Source: an optimization exercise on an open RTL-to-GDS flow (aim: small area, a short achievable clock period and few clock cycles). Production flows keep margins and buffers that such runs may drop. For this run, only the layout was checked, not whether the RTL still works.

===== design/flow/flow/run.sh =====
#!/bin/bash
# Own layout flow: the standard ORFS flow (standard synthesis, floorplan,
# placement, CTS, routing) unchanged, except that the ports are buffered with
# the small sky130_fd_sc_hd__buf_1 instead of the delay buffer buffer_ports
# picks by default. Each run's full output goes to a log in this folder.
set -euo pipefail
export BUFFER_PORTS_ARGS="-buffer_cell sky130_fd_sc_hd__buf_1"
bash standard.sh finish > standard_flow.log 2>&1

===== design/flow/standard.sh =====
#!/bin/bash
# synth_recipe.tcl (not shown) runs the flow's synth.tcl, then flattens the netlist and writes it again
# the make line also repeats each setting of config.mk as NAME=value (left out here)
make -C /OpenROAD-flow-scripts/flow DESIGN_CONFIG=/design/flow/config.mk WORK_HOME=/design/flow/orfs CLKGATE_MAP_FILE= SYNTH_SCRIPT=/design/flow/synth_recipe.tcl "${@:-finish}"

===== design/flow/config.mk =====
export PLATFORM = sky130hd
export DESIGN_NAME = pcm_scaler
export DESIGN_NICKNAME = pcm_scaler
export VERILOG_FILES = /design/flow/design.v
export SDC_FILE = /design/flow/constraint.sdc
export NUM_CORES = 4
export LEC_CHECK = 0
export CAP_MARGIN = 20
export CORE_MARGIN = 2
export CORE_UTILIZATION = 40
export CTS_BUF_LIST = sky130_fd_sc_hd__clkbuf_8
export CTS_CLUSTER_SIZE = 24
export SLEW_MARGIN = 20
export SYNTH_HIERARCHICAL = 1
export SYNTH_MINIMUM_KEEP_SIZE = 0

===== design/flow/constraint.sdc =====
create_clock -name core_clock -period 15.0 [get_ports {clk}]
set_input_delay 3.0000 -clock core_clock [delete_from_list [all_inputs] [get_ports {clk}]]
set_output_delay 3.0000 -clock core_clock [all_outputs]
set_load 0.01 [all_outputs]

===== design/flow/design.v =====
module pcm_scaler (
    input  wire        clk,
    input  wire        rst,           
    input  wire        cfg_wr,
    input  wire        cfg_w16,       
    input  wire        cfg_signed,    
    input  wire        cfg_order,     
    input  wire        gain_wr,
    input  wire [31:0] gain_data,     
    output wire [16:0] gain_q,
    input  wire        in_valid,
    input  wire [7:0]  in_byte,
    output reg         in_ready,
    output reg         out_valid,
    output wire [15:0] out_duty,
    input  wire        out_ready
);
    reg        a_w16;
    reg        a_signed;
    reg        a_order;
    reg [16:0] g;
    reg        g_max;         
    assign gain_q = g;
    always @(posedge clk) begin
        if (rst) begin
            a_w16    <= 1'b0;
            a_signed <= 1'b0;
            a_order  <= 1'b0;
            g        <= 17'h10000;
            g_max    <= 1'b1;
        end else begin
            if (cfg_wr) begin
                a_w16    <= cfg_w16;
                a_signed <= cfg_signed;
                a_order  <= cfg_order;
            end
            if (gain_wr) begin
                if (gain_data[31]) begin
                    g     <= 17'd0;
                    g_max <= 1'b0;
                end else if (|gain_data[30:17] || (gain_data[16] && |gain_data[15:0])) begin
                    g     <= 17'h10000;
                    g_max <= 1'b1;
                end else begin
                    g     <= gain_data[16:0];
                    g_max <= gain_data[16];
                end
            end
        end
    end
    reg        have_b0;
    reg [7:0]  b0;
    wire in_fire  = in_valid && in_ready;
    wire complete = in_fire && (!a_w16 || have_b0);
    wire ld_b0    = a_w16 && !have_b0;
    wire ld       = in_ready && (!a_w16 || have_b0);
    reg [6:0]  xr;            
    reg        x7p;           
    reg        x7n;           
    reg [7:0]  hi;            
    reg [15:0] gs;            
    reg        m_valid;
    reg        m_w16;
    reg        m_pass2;       
    reg        k_top;         
    reg        k_lo;          
    reg        k_mid;         
    wire flip = !a_signed;    
    wire do_p1, do_p2, do_8;
    always @(posedge clk) begin
        if (rst) begin
            have_b0 <= 1'b0;
        end else begin
            if (in_fire && a_w16 && !have_b0) begin
                have_b0 <= 1'b1;
            end else if (in_fire) begin
                have_b0 <= 1'b0;
            end
            if (cfg_wr)
                have_b0 <= 1'b0;
        end
        if (ld_b0)
            b0 <= in_byte;
        if (ld) begin
            m_w16 <= a_w16;
            gs <= g[15:0] | {16{g_max}};
            k_top <= 1'b1;
            if (!a_w16) begin
                xr  <= in_byte[6:0];
                x7p <= 1'b0;
                x7n <= in_byte[7] ^ flip;
                k_lo  <= in_byte[7] ^ flip;
                k_mid <= 1'b0;
            end else if (a_order) begin
                xr  <= in_byte[6:0];
                x7p <= in_byte[7];
                x7n <= 1'b0;
                hi  <= {b0[7] ^ flip, b0[6:0]};
                k_lo  <= b0[7] ^ flip;
                k_mid <= b0[7] ^ flip;
            end else begin
                xr  <= b0[6:0];
                x7p <= b0[7];
                x7n <= 1'b0;
                hi  <= {in_byte[7] ^ flip, in_byte[6:0]};
                k_lo  <= in_byte[7] ^ flip;
                k_mid <= in_byte[7] ^ flip;
            end
        end else if (do_p1) begin
            xr  <= hi[6:0];
            x7p <= 1'b0;
            x7n <= hi[7];
            k_top <= 1'b0;
            k_lo  <= 1'b0;
            k_mid <= 1'b0;
        end
    end
    wire [6:0]  x   = xr;
    wire [15:0] g_  = gs;
    wire [15:0] a   = {k_top, {8{k_mid}}, {7{k_lo}}} | ({16{!k_top}} & o_r);
    wire m0 = ~(x[0] & g_[0]);
    wire m1 = ~(x[0] & g_[1]);
    wire m2 = ~(x[0] & g_[2]);
    wire m3 = ~(x[0] & g_[3]);
    wire m4 = ~(x[0] & g_[4]);
    wire m5 = ~(x[0] & g_[5]);
    wire m6 = ~(x[0] & g_[6]);
    wire m7 = ~(x[0] & g_[7]);
    wire m8 = ~(x[0] & g_[8]);
    wire m9 = ~(x[0] & g_[9]);
    wire m10 = ~(x[0] & g_[10]);
    wire m11 = ~(x[0] & g_[11]);
    wire m12 = ~(x[0] & g_[12]);
    wire m13 = ~(x[0] & g_[13]);
    wire m14 = ~(x[0] & g_[14]);
    wire m15 = ~(x[0] & g_[15]);
    wire m16 = ~(x[1] & g_[0]);
    wire m17 = ~(x[1] & g_[1]);
    wire m18 = ~(x[1] & g_[2]);
    wire m19 = ~(x[1] & g_[3]);
    wire m20 = ~(x[1] & g_[4]);
    wire m21 = ~(x[1] & g_[5]);
    wire m22 = ~(x[1] & g_[6]);
    wire m23 = ~(x[1] & g_[7]);
    wire m24 = ~(x[1] & g_[8]);
    wire m25 = ~(x[1] & g_[9]);
    wire m26 = ~(x[1] & g_[10]);
    wire m27 = ~(x[1] & g_[11]);
    wire m28 = ~(x[1] & g_[12]);
    wire m29 = ~(x[1] & g_[13]);
    wire m30 = ~(x[1] & g_[14]);
    wire m31 = ~(x[1] & g_[15]);
    wire m32 = ~(x[2] & g_[0]);
    wire m33 = ~(x[2] & g_[1]);
    wire m34 = ~(x[2] & g_[2]);
    wire m35 = ~(x[2] & g_[3]);
    wire m36 = ~(x[2] & g_[4]);
    wire m37 = ~(x[2] & g_[5]);
    wire m38 = ~(x[2] & g_[6]);
    wire m39 = ~(x[2] & g_[7]);
    wire m40 = ~(x[2] & g_[8]);
    wire m41 = ~(x[2] & g_[9]);
    wire m42 = ~(x[2] & g_[10]);
    wire m43 = ~(x[2] & g_[11]);
    wire m44 = ~(x[2] & g_[12]);
    wire m45 = ~(x[2] & g_[13]);
    wire m46 = ~(x[2] & g_[14]);
    wire m47 = ~(x[2] & g_[15]);
    wire m48 = ~(x[3] & g_[0]);
    wire m49 = ~(x[3] & g_[1]);
    wire m50 = ~(x[3] & g_[2]);
    wire m51 = ~(x[3] & g_[3]);
    wire m52 = ~(x[3] & g_[4]);
    wire m53 = ~(x[3] & g_[5]);
    wire m54 = ~(x[3] & g_[6]);
    wire m55 = ~(x[3] & g_[7]);
    wire m56 = ~(x[3] & g_[8]);
    wire m57 = ~(x[3] & g_[9]);
    wire m58 = ~(x[3] & g_[10]);
    wire m59 = ~(x[3] & g_[11]);
    wire m60 = ~(x[3] & g_[12]);
    wire m61 = ~(x[3] & g_[13]);
    wire m62 = ~(x[3] & g_[14]);
    wire m63 = ~(x[3] & g_[15]);
    wire m64 = ~(x[4] & g_[0]);
    wire m65 = ~(x[4] & g_[1]);
    wire m66 = ~(x[4] & g_[2]);
    wire m67 = ~(x[4] & g_[3]);
    wire m68 = ~(x[4] & g_[4]);
    wire m69 = ~(x[4] & g_[5]);
    wire m70 = ~(x[4] & g_[6]);
    wire m71 = ~(x[4] & g_[7]);
    wire m72 = ~(x[4] & g_[8]);
    wire m73 = ~(x[4] & g_[9]);
    wire m74 = ~(x[4] & g_[10]);
    wire m75 = ~(x[4] & g_[11]);
    wire m76 = ~(x[4] & g_[12]);
    wire m77 = ~(x[4] & g_[13]);
    wire m78 = ~(x[4] & g_[14]);
    wire m79 = ~(x[4] & g_[15]);
    wire m80 = ~(x[5] & g_[0]);
    wire m81 = ~(x[5] & g_[1]);
    wire m82 = ~(x[5] & g_[2]);
    wire m83 = ~(x[5] & g_[3]);
    wire m84 = ~(x[5] & g_[4]);
    wire m85 = ~(x[5] & g_[5]);
    wire m86 = ~(x[5] & g_[6]);
    wire m87 = ~(x[5] & g_[7]);
    wire m88 = ~(x[5] & g_[8]);
    wire m89 = ~(x[5] & g_[9]);
    wire m90 = ~(x[5] & g_[10]);
    wire m91 = ~(x[5] & g_[11]);
    wire m92 = ~(x[5] & g_[12]);
    wire m93 = ~(x[5] & g_[13]);
    wire m94 = ~(x[5] & g_[14]);
    wire m95 = ~(x[5] & g_[15]);
    wire m96 = ~(x[6] & g_[0]);
    wire m97 = ~(x[6] & g_[1]);
    wire m98 = ~(x[6] & g_[2]);
    wire m99 = ~(x[6] & g_[3]);
    wire m100 = ~(x[6] & g_[4]);
    wire m101 = ~(x[6] & g_[5]);
    wire m102 = ~(x[6] & g_[6]);
    wire m103 = ~(x[6] & g_[7]);
    wire m104 = ~(x[6] & g_[8]);
    wire m105 = ~(x[6] & g_[9]);
    wire m106 = ~(x[6] & g_[10]);
    wire m107 = ~(x[6] & g_[11]);
    wire m108 = ~(x[6] & g_[12]);
    wire m109 = ~(x[6] & g_[13]);
    wire m110 = ~(x[6] & g_[14]);
    wire m111 = ~(x[6] & g_[15]);
    wire m112 = ~((x7p & g_[0]) | (x7n & ~g_[0]));
    wire m113 = ~((x7p & g_[1]) | (x7n & ~g_[1]));
    wire m114 = ~((x7p & g_[2]) | (x7n & ~g_[2]));
    wire m115 = ~((x7p & g_[3]) | (x7n & ~g_[3]));
    wire m116 = ~((x7p & g_[4]) | (x7n & ~g_[4]));
    wire m117 = ~((x7p & g_[5]) | (x7n & ~g_[5]));
    wire m118 = ~((x7p & g_[6]) | (x7n & ~g_[6]));
    wire m119 = ~((x7p & g_[7]) | (x7n & ~g_[7]));
    wire m120 = ~((x7p & g_[8]) | (x7n & ~g_[8]));
    wire m121 = ~((x7p & g_[9]) | (x7n & ~g_[9]));
    wire m122 = ~((x7p & g_[10]) | (x7n & ~g_[10]));
    wire m123 = ~((x7p & g_[11]) | (x7n & ~g_[11]));
    wire m124 = ~((x7p & g_[12]) | (x7n & ~g_[12]));
    wire m125 = ~((x7p & g_[13]) | (x7n & ~g_[13]));
    wire m126 = ~((x7p & g_[14]) | (x7n & ~g_[14]));
    wire m127 = ~((x7p & g_[15]) | (x7n & ~g_[15]));
    wire s128, c128;
    pcm_fa u128 (.a(m5), .b(m20), .c(1'b1), .s(s128), .co(c128));
    wire s129, c129;
    pcm_fa u129 (.a(m6), .b(m21), .c(m36), .s(s129), .co(c129));
    wire s130, c130;
    pcm_fa u130 (.a(m51), .b(m66), .c(1'b1), .s(s130), .co(c130));
    wire s131, c131;
    pcm_fa u131 (.a(m7), .b(m22), .c(m37), .s(s131), .co(c131));
    wire s132, c132;
    pcm_fa u132 (.a(m52), .b(m67), .c(m82), .s(s132), .co(c132));
    wire s133, c133;
    pcm_fa u133 (.a(m97), .b(m112), .c(1'b1), .s(s133), .co(c133));
    wire s134, c134;
    pcm_fa u134 (.a(m8), .b(m23), .c(m38), .s(s134), .co(c134));
    wire s135, c135;
    pcm_fa u135 (.a(m53), .b(m68), .c(m83), .s(s135), .co(c135));
    wire s136, c136;
    pcm_fa u136 (.a(m98), .b(m113), .c(~(a[8])), .s(s136), .co(c136));
    wire s137, c137;
    pcm_fa u137 (.a(m9), .b(m24), .c(m39), .s(s137), .co(c137));
    wire s138, c138;
    pcm_fa u138 (.a(m54), .b(m69), .c(m84), .s(s138), .co(c138));
    wire s139, c139;
    pcm_fa u139 (.a(m99), .b(m114), .c(~(a[9])), .s(s139), .co(c139));
    wire s140, c140;
    pcm_fa u140 (.a(m10), .b(m25), .c(m40), .s(s140), .co(c140));
    wire s141, c141;
    pcm_fa u141 (.a(m55), .b(m70), .c(m85), .s(s141), .co(c141));
    wire s142, c142;
    pcm_fa u142 (.a(m100), .b(m115), .c(~(a[10])), .s(s142), .co(c142));
    wire s143, c143;
    pcm_fa u143 (.a(m11), .b(m26), .c(m41), .s(s143), .co(c143));
    wire s144, c144;
    pcm_fa u144 (.a(m56), .b(m71), .c(m86), .s(s144), .co(c144));
    wire s145, c145;
    pcm_fa u145 (.a(m101), .b(m116), .c(~(a[11])), .s(s145), .co(c145));
    wire s146, c146;
    pcm_fa u146 (.a(m12), .b(m27), .c(m42), .s(s146), .co(c146));
    wire s147, c147;
    pcm_fa u147 (.a(m57), .b(m72), .c(m87), .s(s147), .co(c147));
    wire s148, c148;
    pcm_fa u148 (.a(m102), .b(m117), .c(~(a[12])), .s(s148), .co(c148));
    wire s149, c149;
    pcm_fa u149 (.a(m13), .b(m28), .c(m43), .s(s149), .co(c149));
    wire s150, c150;
    pcm_fa u150 (.a(m58), .b(m73), .c(m88), .s(s150), .co(c150));
    wire s151, c151;
    pcm_fa u151 (.a(m103), .b(m118), .c(~(a[13])), .s(s151), .co(c151));
    wire s152, c152;
    pcm_fa u152 (.a(m14), .b(m29), .c(m44), .s(s152), .co(c152));
    wire s153, c153;
    pcm_fa u153 (.a(m59), .b(m74), .c(m89), .s(s153), .co(c153));
    wire s154, c154;
    pcm_fa u154 (.a(m104), .b(m119), .c(~(a[14])), .s(s154), .co(c154));
    wire s155, c155;
    pcm_fa u155 (.a(m15), .b(m30), .c(m45), .s(s155), .co(c155));
    wire s156, c156;
    pcm_fa u156 (.a(m60), .b(m75), .c(m90), .s(s156), .co(c156));
    wire s157, c157;
    pcm_fa u157 (.a(m105), .b(m120), .c(~(a[15])), .s(s157), .co(c157));
    wire s158, c158;
    pcm_fa u158 (.a(m31), .b(m46), .c(m61), .s(s158), .co(c158));
    wire s159, c159;
    pcm_fa u159 (.a(m76), .b(m91), .c(m106), .s(s159), .co(c159));
    wire s160, c160;
    pcm_fa u160 (.a(m47), .b(m62), .c(m77), .s(s160), .co(c160));
    wire s161, c161;
    pcm_fa u161 (.a(m3), .b(m18), .c(1'b1), .s(s161), .co(c161));
    wire s162, c162;
    pcm_fa u162 (.a(m4), .b(m19), .c(m34), .s(s162), .co(c162));
    wire s163, c163;
    pcm_fa u163 (.a(m49), .b(m64), .c(1'b1), .s(s163), .co(c163));
    wire s164, c164;
    pcm_fa u164 (.a(m35), .b(m50), .c(m65), .s(s164), .co(c164));
    wire s165, c165;
    pcm_fa u165 (.a(m80), .b(~(a[5])), .c(s128), .s(s165), .co(c165));
    wire s166, c166;
    pcm_fa u166 (.a(m81), .b(m96), .c(~(a[6])), .s(s166), .co(c166));
    wire s167, c167;
    pcm_fa u167 (.a(c128), .b(s129), .c(s130), .s(s167), .co(c167));
    wire s168, c168;
    pcm_fa u168 (.a(~(a[7])), .b(c129), .c(c130), .s(s168), .co(c168));
    wire s169, c169;
    pcm_fa u169 (.a(s131), .b(s132), .c(s133), .s(s169), .co(c169));
    wire s170, c170;
    pcm_fa u170 (.a(c131), .b(c132), .c(c133), .s(s170), .co(c170));
    wire s171, c171;
    pcm_fa u171 (.a(s134), .b(s135), .c(s136), .s(s171), .co(c171));
    wire s172, c172;
    pcm_fa u172 (.a(c134), .b(c135), .c(c136), .s(s172), .co(c172));
    wire s173, c173;
    pcm_fa u173 (.a(s137), .b(s138), .c(s139), .s(s173), .co(c173));
    wire s174, c174;
    pcm_fa u174 (.a(c137), .b(c138), .c(c139), .s(s174), .co(c174));
    wire s175, c175;
    pcm_fa u175 (.a(s140), .b(s141), .c(s142), .s(s175), .co(c175));
    wire s176, c176;
    pcm_fa u176 (.a(c140), .b(c141), .c(c142), .s(s176), .co(c176));
    wire s177, c177;
    pcm_fa u177 (.a(s143), .b(s144), .c(s145), .s(s177), .co(c177));
    wire s178, c178;
    pcm_fa u178 (.a(c143), .b(c144), .c(c145), .s(s178), .co(c178));
    wire s179, c179;
    pcm_fa u179 (.a(s146), .b(s147), .c(s148), .s(s179), .co(c179));
    wire s180, c180;
    pcm_fa u180 (.a(c146), .b(c147), .c(c148), .s(s180), .co(c180));
    wire s181, c181;
    pcm_fa u181 (.a(s149), .b(s150), .c(s151), .s(s181), .co(c181));
    wire s182, c182;
    pcm_fa u182 (.a(c149), .b(c150), .c(c151), .s(s182), .co(c182));
    wire s183, c183;
    pcm_fa u183 (.a(s152), .b(s153), .c(s154), .s(s183), .co(c183));
    wire s184, c184;
    pcm_fa u184 (.a(c152), .b(c153), .c(c154), .s(s184), .co(c184));
    wire s185, c185;
    pcm_fa u185 (.a(s155), .b(s156), .c(s157), .s(s185), .co(c185));
    wire s186, c186;
    pcm_fa u186 (.a(m121), .b(c155), .c(c156), .s(s186), .co(c186));
    wire s187, c187;
    pcm_fa u187 (.a(c157), .b(s158), .c(s159), .s(s187), .co(c187));
    wire s188, c188;
    pcm_fa u188 (.a(m92), .b(m107), .c(m122), .s(s188), .co(c188));
    wire s189, c189;
    pcm_fa u189 (.a(c158), .b(c159), .c(s160), .s(s189), .co(c189));
    wire s190, c190;
    pcm_fa u190 (.a(m63), .b(m78), .c(m93), .s(s190), .co(c190));
    wire s191, c191;
    pcm_fa u191 (.a(m108), .b(m123), .c(c160), .s(s191), .co(c191));
    wire s192, c192;
    pcm_fa u192 (.a(m79), .b(m94), .c(m109), .s(s192), .co(c192));
    wire s193, c193;
    pcm_fa u193 (.a(m2), .b(m17), .c(1'b1), .s(s193), .co(c193));
    wire s194, c194;
    pcm_fa u194 (.a(m33), .b(m48), .c(~(a[3])), .s(s194), .co(c194));
    wire s195, c195;
    pcm_fa u195 (.a(~(a[4])), .b(c161), .c(s162), .s(s195), .co(c195));
    wire s196, c196;
    pcm_fa u196 (.a(c162), .b(c163), .c(s164), .s(s196), .co(c196));
    wire s197, c197;
    pcm_fa u197 (.a(c164), .b(c165), .c(s166), .s(s197), .co(c197));
    wire s198, c198;
    pcm_fa u198 (.a(c166), .b(c167), .c(s168), .s(s198), .co(c198));
    wire s199, c199;
    pcm_fa u199 (.a(c168), .b(c169), .c(s170), .s(s199), .co(c199));
    wire s200, c200;
    pcm_fa u200 (.a(c170), .b(c171), .c(s172), .s(s200), .co(c200));
    wire s201, c201;
    pcm_fa u201 (.a(c172), .b(c173), .c(s174), .s(s201), .co(c201));
    wire s202, c202;
    pcm_fa u202 (.a(c174), .b(c175), .c(s176), .s(s202), .co(c202));
    wire s203, c203;
    pcm_fa u203 (.a(c176), .b(c177), .c(s178), .s(s203), .co(c203));
    wire s204, c204;
    pcm_fa u204 (.a(c178), .b(c179), .c(s180), .s(s204), .co(c204));
    wire s205, c205;
    pcm_fa u205 (.a(c180), .b(c181), .c(s182), .s(s205), .co(c205));
    wire s206, c206;
    pcm_fa u206 (.a(c182), .b(c183), .c(s184), .s(s206), .co(c206));
    wire s207, c207;
    pcm_fa u207 (.a(c184), .b(c185), .c(s186), .s(s207), .co(c207));
    wire s208, c208;
    pcm_fa u208 (.a(c186), .b(c187), .c(s188), .s(s208), .co(c208));
    wire s209, c209;
    pcm_fa u209 (.a(c188), .b(c189), .c(s190), .s(s209), .co(c209));
    wire s210, c210;
    pcm_fa u210 (.a(m124), .b(c190), .c(c191), .s(s210), .co(c210));
    wire s211, c211;
    pcm_fa u211 (.a(m95), .b(m110), .c(m125), .s(s211), .co(c211));
    wire s212, c212;
    pcm_fa u212 (.a(m1), .b(m16), .c(1'b1), .s(s212), .co(c212));
    wire s213, c213;
    pcm_fa u213 (.a(m32), .b(~(a[2])), .c(s193), .s(s213), .co(c213));
    wire s214, c214;
    pcm_fa u214 (.a(s161), .b(c193), .c(s194), .s(s214), .co(c214));
    wire s215, c215;
    pcm_fa u215 (.a(s163), .b(c194), .c(s195), .s(s215), .co(c215));
    wire s216, c216;
    pcm_fa u216 (.a(s165), .b(c195), .c(s196), .s(s216), .co(c216));
    wire s217, c217;
    pcm_fa u217 (.a(s167), .b(c196), .c(s197), .s(s217), .co(c217));
    wire s218, c218;
    pcm_fa u218 (.a(s169), .b(c197), .c(s198), .s(s218), .co(c218));
    wire s219, c219;
    pcm_fa u219 (.a(s171), .b(c198), .c(s199), .s(s219), .co(c219));
    wire s220, c220;
    pcm_fa u220 (.a(s173), .b(c199), .c(s200), .s(s220), .co(c220));
    wire s221, c221;
    pcm_fa u221 (.a(s175), .b(c200), .c(s201), .s(s221), .co(c221));
    wire s222, c222;
    pcm_fa u222 (.a(s177), .b(c201), .c(s202), .s(s222), .co(c222));
    wire s223, c223;
    pcm_fa u223 (.a(s179), .b(c202), .c(s203), .s(s223), .co(c223));
    wire s224, c224;
    pcm_fa u224 (.a(s181), .b(c203), .c(s204), .s(s224), .co(c224));
    wire s225, c225;
    pcm_fa u225 (.a(s183), .b(c204), .c(s205), .s(s225), .co(c225));
    wire s226, c226;
    pcm_fa u226 (.a(s185), .b(c205), .c(s206), .s(s226), .co(c226));
    wire s227, c227;
    pcm_fa u227 (.a(s187), .b(c206), .c(s207), .s(s227), .co(c227));
    wire s228, c228;
    pcm_fa u228 (.a(s189), .b(c207), .c(s208), .s(s228), .co(c228));
    wire s229, c229;
    pcm_fa u229 (.a(s191), .b(c208), .c(s209), .s(s229), .co(c229));
    wire s230, c230;
    pcm_fa u230 (.a(s192), .b(c209), .c(s210), .s(s230), .co(c230));
    wire s231, c231;
    pcm_fa u231 (.a(c192), .b(c210), .c(s211), .s(s231), .co(c231));
    wire s232, c232;
    pcm_fa u232 (.a(m111), .b(m126), .c(c211), .s(s232), .co(c232));
    wire [23:0] ta = {~(x7n), m127, c231, c230, c229, c228, c227, c226, c225, c224, c223, c222, c221, c220, c219, c218, c217, c216, c215, c214, c213, c212, ~(a[1]), m0};
    wire [23:0] tb = {1'b1, c232, s232, s231, s230, s229, s228, s227, s226, s225, s224, s223, s222, s221, s220, s219, s218, s217, s216, s215, s214, s213, s212, ~(a[0])};
    wire [23:0] tsum = ta + tb + 24'd1;
    wire [15:0] rh = ~tsum[23:8];
    reg        s_valid;
    reg [7:0]  s_v;           
    reg [15:0] o_r;           
    reg        o_8;           
    assign out_duty = o_8 ? {~o_r[15], o_r[14:8], ~o_r[15], o_r[14:8]}
                          : {~o_r[15], o_r[14:0]};
    wire pop     = out_valid && out_ready;
    wire push_ok = !s_valid || out_ready;
    wire empty_n = !s_valid && (!out_valid || out_ready);    
    assign do_p1 = m_valid && m_w16 && !m_pass2 && empty_n;
    assign do_p2 = m_valid && m_pass2;
    assign do_8  = m_valid && !m_w16 && push_ok;
    wire   m_done = do_p2 || do_8;
    wire to_s = do_8 && out_valid && !pop;
    always @(posedge clk) begin
        if (rst) begin
            out_valid <= 1'b0;
            s_valid   <= 1'b0;
        end else begin
            if (!out_valid || pop)
                out_valid <= s_valid || do_8 || do_p2;
            if (s_valid && pop)
                s_valid <= do_8;
            else if (to_s)
                s_valid <= 1'b1;
        end
        if (!out_valid || pop) begin
            o_r[15:8] <= s_valid ? s_v : rh[15:8];
            o_r[7:0]  <= rh[7:0];
            o_8       <= s_valid || !m_w16;
        end
        if (s_valid ? pop : to_s)
            s_v <= rh[15:8];
    end
    always @(posedge clk) begin
        if (rst) begin
            m_valid <= 1'b0;
            m_pass2 <= 1'b0;
        end else begin
            if (complete) begin
                m_valid <= 1'b1;
                m_pass2 <= 1'b0;
            end else if (m_done) begin
                m_valid <= 1'b0;
                m_pass2 <= 1'b0;
            end else if (do_p1) begin
                m_pass2 <= 1'b1;
            end
        end
    end
    reg  nx_w16, nx_have_b0, nx_m_valid, nx_m_w16, nx_m_pass2, nx_s_valid;
    always @(*) begin
        nx_w16     = cfg_wr ? cfg_w16 : a_w16;
        nx_have_b0 = !cfg_wr && (in_fire ? (a_w16 && !have_b0) : have_b0);
        nx_m_valid = complete || (m_valid && !m_done);
        nx_m_w16   = ld ? a_w16 : m_w16;
        nx_m_pass2 = !complete && !m_done && (m_pass2 || do_p1);
        nx_s_valid = (s_valid && pop) ? do_8 : (s_valid || to_s);
    end
    always @(posedge clk) begin
        if (rst)
            in_ready <= 1'b1;
        else
            in_ready <= (nx_w16 && !nx_have_b0) || !nx_m_valid ||
                        (nx_m_w16 ? nx_m_pass2 : !nx_s_valid);
    end
endmodule
module pcm_fa (input wire a, input wire b, input wire c, output wire s, output wire co);
    assign s  = a ^ b ^ c;
    assign co = (a & b) | (a & c) | (b & c);
endmodule

==> metrics.md <==
| Metric | Value |
|---|---|
| H-tree depth | 3 |
| Sequential-to-total area share from yosys stat | 33.0% |
| DIE AREA | between 0.02 and 0.025 mm² |
| Setup Fix Bufs, Post-CTS | 0 |
| Asr flop ratio synth | 0% |
| Overflow after GRT | 0 |
| Predominant post-synthesis flop cell | edfxtp_1 |
| Final period util | a little over a third |
| Cell variety after synth | 55 |
| Initial antenna violation count | 0 |
| Global-route wire length before repair | ~29,000 µm |
| Largest net degree at the start of global routing | 26 |
| Fillers | about 1,900 |
| Area Overhead vs Synth | 7.79% |
| IO buf count | 83 |
| DRC | 0 |
| Arr. time, crit path | approximately 5.4 ns |
| # hold bufs at CTS | 0 |
| RSZ-0062 raised after global routing | no |
| Hold crit path type | flip-flop to flip-flop |
| Vias in the first global route | 5,440 |
| Ys Warns | 7 |
| DR pass1 iterations | 4 |
| EDFF count, synth | 68 |
| DR WL/cell | 17.2 µm |
| Worst Max-Slew Pin Slew | about 0.95 ns |
| Cells after synthesis | roughly 740 |
| Rel. slew slack | a little under two fifths |
| Fin Setup TNS | 0 ns |
| Clk Latency, worst-skew pair | around 0.39 ns |
| Critical path type | flip-flop to flip-flop |
| DR vias/cell | about 5.2 |
| Worst EP required | around 15 ns |
| Final setup viols | 0 |
| Row cnt | just over 50 |
| Die Width | 144 µm |
| Crit-path max FO | 20 |
| Clock-pin transition on the worst setup and hold timing paths | 0.09 ns |
| Slew Viols, Final | 0 |
| Final RePlAce weighted congestion | 0.794 |
| Final ANT Viol Nets | 0 |
| Initial core utilization | between 40% and 50% |
| Routed via count | about 5,500 |
| Startpoint Class | flip-flop |
| Status | complete, no violations |
| Nets | around 950 |
| N_diodes | 0 |
| CTS tree | built |
| Area of the core | between 0.015 and 0.02 mm² |
| Fin. Hold Viols | 0 |
| Max-cap violations | 0 |
| Area of the multi-input gates | about 0.005 mm² |
| Drt initial violations | approximately 310 |
| Tmin final | roughly 5.2 ns |
| Final Cell Area | ~0.0085 mm² |
| Die height | ~140 µm |
| CTS root buffer | clkbuf_8 |
| DP Wirelength | between 10,000 and 15,000 µm |
| I/O pins | 84 |
| #FFs+latches synth | 96 |
| FF+latch area | between 0.002 and 0.003 mm² |
| Mapped Area | 0.00789 mm² |
| Total track usage | ~18% |
| CP endpoint kind | flip-flop |
| Fmax | 191 MHz |
| Layout Skew | 0.0196 ns |
| Synthesized area per cell | approximately 11 µm² |
| Drt total wl | around 18,000 µm |
| CTS sink count | between 90 and 100 |
| TritonCTS buffer count | 9 |
| Share of layout cells above drive strength 1 | approximately 7.4% |
| Clock tree buffer depth | 2 |
| CTS resizes | 0 |
| DP Area | 0.00829 mm² |
final timing paths:
path	startpoint	end	slack, ns	depth (start not counted)
setup / recovery	x7n	o_r[14]	9.77	13
hold reg to reg	hi[2]	xr[2]	0.54	2
hold / removal	hi[2]	xr[2]	0.54	2
setup reg to reg	x7n	o_r[14]	9.77	13
metrics by stage:
step                hold WS [ns]  util (%)  std cells  setup WS, ns
finish                     0.537      43.8       1047          9.77
global route               0.572      43.8       1047          9.60
CTS                        0.539      43.8       1046          9.79
detailed placement         0.508      42.7       1030          9.76
global placement           0.511      42.7       1030          9.85
floorplan                  0.444         -        745         10.08
routing by layer:
layer,wire (µm),track usage (%)
met5,0,0
met4,163,3.63
met3,973,3.44
met1,8350,25.9
met2,8510,29.7
per-module statistics from Yosys (local to each module, per instance):
| module | cells inside | cell area, µm² | flops+latches | times used |
|---|---|---|---|---|
| pcm_fa | 1 | 20.0 | 0 | 105 |
| pcm_scaler | 634 | 5790 | 96 | 1 |
layout make-up:
cell class	count	share of cell area (%)
timing repair buffer	85	3.88
tap	265	3.90
clock buffer	9	1.46
inverter	13	0.574
sequential	96	30.6
clock inverter	7	0.941
multi-input combinational	572	58.6
cell usage in the layout (no fill, tap or decap), drive strengths merged, types with 6 or more instances in the layout:
| cell type | synthesis | routed |
|---|---|---|
| buf | 21 | 85 |
| nor4 | 8 | 8 |
| o21ai | 20 | 20 |
| fa | 105 | 105 |
| mux2 | 20 | 20 |
| or2 | 16 | 16 |
| xor2 | 11 | 11 |
| nand2 | 144 | 144 |
| a21o | 12 | 12 |
| nor3 | 8 | 8 |
| dfxtp | 28 | 28 |
| ha | 22 | 22 |
| edfxtp | 68 | 68 |
| conb | 1 | 7 |
| a22oi | 18 | 18 |
| a21oi | 40 | 40 |
| xnor2 | 6 | 6 |
| mux2i | 29 | 29 |
| inv | 11 | 13 |
| nor2 | 38 | 38 |
| nand4 | 11 | 11 |
| clkbuf | 43 | 9 |
cells in the mapped netlist (5+ instances only):
master / number / share of area (%)
inv_1: 11 / 0.52
xnor2_1: 6 / 0.67
nor3_1: 8 / 0.51
nor2b_1: 5 / 0.40
nor2_1: 38 / 1.8
nand4_1: 11 / 0.87
nand2b_1: 5 / 0.40
edfxtp_1: 68 / 26
xor2_1: 11 / 1.2
dfxtp_1: 28 / 7.1
nand2_1: 144 / 6.8
nand3_1: 5 / 0.32
buf_4: 8 / 0.76
a21o_1: 12 / 1.1
ha_1: 22 / 3.5
mux2_2: 20 / 2.9
or2_2: 16 / 1.3
buf_1: 10 / 0.48
mux2i_1: 29 / 3.7
o21ai_0: 17 / 1.1
fa_1: 105 / 27
nor4_1: 8 / 0.63
a21oi_1: 40 / 2.5
clkbuf_1: 43 / 2.0
a22oi_1: 18 / 1.7
registers in the layout (all words and copies together) (netlist names), 7 cells and up:
signal,count
o_r,16
xr,7
s_v,8
hi,8
gs,16
b0,8
g,17
logic make-up after synthesis:
group	share of synthesized area [%]
AO/OA/AOI/OAI	10.2
XOR/XNOR	1.89
adder cells (fa/ha/maj)	30.1
buffers and inverters	4.09
flip-flops	33.0
multiplexers	6.53
other	0.0475
AND/OR/NAND/NOR	14.1
critical path, cell delays in order, from the launching register on:
cell	delay (ns)
edfxtp_1	0.83
mux2i_1	0.21
fa_1	0.51
fa_1	0.40
fa_1	0.54
fa_1	0.43
ha_1	0.39
a21o_1	0.19
a21o_1	0.16
a221o_1	0.37
a31oi_4	0.28
o21ai_1	0.22
xnor2_1	0.18
mux2_2	0.27

re-timing with driven ports:
How much do the figures lean on ideal ports? The routed layout below was timed once more, with nothing changed but the port constraints. Step 1 assumes that a clkbuf_16 drives the clock port and a buf_2 every other input. Step 2 moves the port delays by t, midway between the first and last clock arrival at a register: inputs arrive t later, outputs are due t later. That takes back most of the time a late clock gives input paths. Three values: ideal ports, drivers, drivers and shift; two values: the first two.
t, ns: 0.414
slack for setup (ns): 9.767 / 9.767 / 9.767
worst hold slack (ns): 0.537 / 0.537 / 0.537
pins driven straight from the clock port: 1
After both steps setup and hold are still met in this run. The setup slack of this run moves by 0.000 ns with the drivers and by 0.000 ns with both steps.
